What follows belongs to an exercise in optimizing a design on an open flow for small area and few clock cycles; a production flow would make more cautious choices.
In this exercise RTL edits were held to simulation tests only and were not proved equivalent to the original.

== amber ==
// lmac_core
module lmac_core (
    input  wire       clk,
    input  wire       rst,
    input  wire       rx_valid,
    input  wire [7:0] rx_data,
    output wire       rx_ready,
    input  wire       cmd_valid,
    input  wire [3:0] cmd_op,
    input  wire [7:0] cmd_data,
    input  wire [1:0] cmd_flags,
    output wire       cmd_ready,
    output wire       rsp_valid,
    output wire [3:0] rsp_status,
    output wire       tx_valid,
    output wire [7:0] tx_data,
    input  wire       tx_ready,
    output wire       pay_valid,
    output wire [7:0] pay_data,
    output wire       err_valid,
    output wire [3:0] err_code
);
make LEC_CHECK=0 CAP_MARGIN=20 CORE_MARGIN=2 CORE_UTILIZATION=60 CTS_BUF_LIST=sky130_fd_sc_hd__clkbuf_16 CTS_CLUSTER_DIAMETER=90 CTS_CLUSTER_SIZE=25 PLACE_DENSITY=0.75 SLEW_MARGIN=20 finish   # period 8.0 ns
run.sh (not shown) runs the stock make flow with config.mk's settings and CLKGATE_MAP_FILE= SYNTH_SCRIPT=/design/flow/synth_recipe.tcl, a recipe that flattens the netlist after the stock synthesis.
Testbench counts of amber, summed over its fixed seeds: cycles 27,641.
Relative to amber, the following input files were edited for nickel:
-- flow/design.v --
<<< amber, line 62
    reg [6:0]    sq_a [0:QD-1];
    reg [6:0]    sq_b [0:QD-1];
    reg [QB:0]   sq_hd, sq_tl;     
    wire         sq_full = (sq_tl[QB-1:0] == sq_hd[QB-1:0]) && (sq_tl[QB] != sq_hd[QB]);
    wire         sq_nemp = (sq_tl != sq_hd);
    wire         h_k = sq_k[sq_hd[QB-1:0]];
    wire [6:0]   h_a = sq_a[sq_hd[QB-1:0]];
    wire [6:0]   h_b = sq_b[sq_hd[QB-1:0]];
    reg [1:0]    eq_c [0:QE-1];    
    reg [QB:0]   eq_t [0:QE-1];    
    reg [EB-1:0] eq_hd, eq_tl;
    reg [EB:0]   eq_cnt;
    wire         eq_full = (eq_cnt == QE);
    wire         eq_nemp = (eq_cnt != 0);
    wire [QB:0]  err_dist = sq_hd - eq_t[eq_hd];
    wire         err_due  = eq_nemp && (err_dist < 4);
    wire [6:0] rd_sel = rd_active ? rp : h_a;
    wire       empty  = !sq_nemp && !cur_act;
>>> nickel, line 62
    reg [6:0]    sq_a [0:QD-1];
    reg [6:0]    sq_b [0:QD-1];
    reg [QB-1:0] sq_hd, sq_tl;
    reg [QB:0]   sq_cnt;
    wire         sq_full = (sq_cnt == QD);
    wire         sq_nemp = (sq_cnt != 0);
    wire         h_k = sq_k[sq_hd];
    wire [6:0]   h_a = sq_a[sq_hd];
    wire [6:0]   h_b = sq_b[sq_hd];
    reg [1:0]    eq_c [0:QE-1];    
    reg [2:0]    eq_t [0:QE-1];    
    reg [EB-1:0] eq_hd, eq_tl;
    reg [EB:0]   eq_cnt;
    wire         eq_full = (eq_cnt == QE);
    wire         eq_nemp = (eq_cnt != 0);
    reg [2:0]    pc, pd;           
    wire         err_due = eq_nemp && (eq_t[eq_hd] == pd);
    wire [6:0] rd_sel = rd_active ? rp : h_a;
    wire       empty  = !sq_nemp && !cur_act;
<<< amber, line 102
    wire [6:0] ck_lo_n = ck_lo + d2[6:0];
    wire [6:0] ck_hi_n = ck_hi + ck_lo_n;
    reg       wr_bad;
    reg       wr_writes;   
>>> nickel, line 103
    wire [6:0] ck_lo_n = ck_lo + d2[6:0];
    wire [6:0] ck_hi_n = ck_hi + ck_lo_n;
    reg [7:0] wr_rem;      
    reg       wr_bad;
    reg       wr_writes;   
<<< amber, line 115
    wire need_dest = (tph == T_IDLE) ? (tf_cnt != 2'd0) : tf_cnt[1];   
    wire tx_gap_ok = (tf_cnt == 2'd0) || (sub_m(cs, wp) >= 7'd5);
    wire wr_last = (rx_len == 8'd1);
    wire st_due    = st_v && (st_after == 3'd0);
    wire slot_free = !st_v || st_due;
>>> nickel, line 117
    wire need_dest = (tph == T_IDLE) ? (tf_cnt != 2'd0) : tf_cnt[1];   
    wire tx_gap_ok = (tf_cnt == 2'd0) || (sub_m(cs, wp) >= 7'd5);
    wire wr_last = (wr_rem == 8'd1);
    wire st_due    = st_v && (st_after == 3'd0);
    wire slot_free = !st_v || st_due;
<<< amber, line 186
            sq_hd       <= 0;
            sq_tl       <= 0;
            eq_hd       <= 0;
            eq_tl       <= 0;
            eq_cnt      <= 0;
            rx_len      <= 8'd0;
            wr_act      <= 1'b0;
>>> nickel, line 188
            sq_hd       <= 0;
            sq_tl       <= 0;
            sq_cnt      <= 0;
            eq_hd       <= 0;
            eq_tl       <= 0;
            eq_cnt      <= 0;
            pc          <= 3'd0;
            pd          <= 3'd0;
            rx_len      <= 8'd0;
            wr_act      <= 1'b0;
<<< amber, line 267
                        end
                        OP_WRITE: begin
                            rx_len    <= cmd_data;
                            cur_act   <= 1'b0;
                            wr_bad    <= 1'b0;
                            wr_writes <= (cmd_data <= MAXP);
>>> nickel, line 272
                        end
                        OP_WRITE: begin
                            rx_len    <= 8'd0;
                            cur_act   <= 1'b0;
                            wr_rem    <= cmd_data;
                            wr_bad    <= 1'b0;
                            wr_writes <= (cmd_data <= MAXP);
<<< amber, line 284
                    endcase
                end else begin
                    rx_len <= rx_len - 8'd1;
                    if (cmd_data >= 8'h7F) wr_bad <= 1'b1;
                    if (wr_last) begin
>>> nickel, line 290
                    endcase
                end else begin
                    wr_rem <= wr_rem - 8'd1;
                    if (cmd_data >= 8'h7F) wr_bad <= 1'b1;
                    if (wr_last) begin
<<< amber, line 310
                    rd_active <= 1'b0;
                    spop = 1'b1;
                end
            end
>>> nickel, line 316
                    rd_active <= 1'b0;
                    spop = 1'b1;
                    pd <= pd + 3'd1;
                end
            end
<<< amber, line 375
            tf_cnt <= tf_cnt + tpush - tpop;
            if (spush) begin
                sq_k[sq_tl[QB-1:0]] <= spush_k;
                sq_a[sq_tl[QB-1:0]] <= spush_a;
                sq_b[sq_tl[QB-1:0]] <= spush_b;
                sq_tl <= sq_tl + 1'b1;
            end
            if (spop) sq_hd <= sq_hd + 1'b1;
            if (epush) begin
                eq_c[eq_tl] <= epush_c;
                eq_t[eq_tl] <= sq_tl;
                eq_tl <= eq_tl + 1'b1;
            end
>>> nickel, line 382
            tf_cnt <= tf_cnt + tpush - tpop;
            if (spush) begin
                sq_k[sq_tl] <= spush_k;
                sq_a[sq_tl] <= spush_a;
                sq_b[sq_tl] <= spush_b;
                sq_tl <= sq_tl + 1'b1;
                if (!spush_k) pc <= pc + 3'd1;
            end
            if (spop) sq_hd <= sq_hd + 1'b1;
            sq_cnt <= sq_cnt + spush - spop;
            if (epush) begin
                eq_c[eq_tl] <= epush_c;
                eq_t[eq_tl] <= pc;
                eq_tl <= eq_tl + 1'b1;
            end
Notes after the runs:
The run showing the smaller number of placed cells counting well taps is amber.
Compared with amber, nickel shows a iteration count of the initial detailed-routing pass that is 1 lower.
Looking at final setup skew, nickel sits below amber.
nickel vs amber, worst setup slack went down by 0.31 ns.
Final critical delay including setup and external delays: nickel vs amber up 0.31 ns
Met2 usage essentially unchanged between nickel and amber.
Relative area of non-clock buffer cells in the final design of nickel is on par with amber.
nickel: synthesized cell area 810 um2 above amber
Across both runs, area after detailed placement was higher for nickel than for amber.
Compared with amber, nickel ends up with a larger final cell area.
Count of plain and timing-repair buffers in the layout came out higher on nickel than on amber.
Testbench counts of nickel, summed over its fixed seeds: cycles 27,617.

afterwards: timing with drivers on the ports:
The results above use ideal ports. As a check the final layouts listed here were re-extracted and re-timed, cells and wires unchanged. Step 1, drivers: a clkbuf_16 drives clk and a buf_2 each remaining input, both assumed. Step 2 moves the port delays by t, midway between the first and last clock arrival at a register: inputs arrive t later, outputs are due t later. That takes back most of the time a late clock gives input paths. Slacks: no drivers / after step 1 / after step 2; pairs: no drivers / after step 1.
| run | shift t [ns] | setup WS [ns] | worst setup path after step 2 | worst register clock-pin slew, ns | worst slew at a driven data input, ns |
|---|---|---|---|---|---|
| amber | 0.688 | 0.732 / 0.673 / 1.230 | register to register | 0.11 / 0.11 | 0.13 |
| nickel | 0.690 | 0.426 / 0.369 / 1.058 | register to output | 0.11 / 0.11 | 0.12 |
After both steps setup and hold are still met in every run listed.
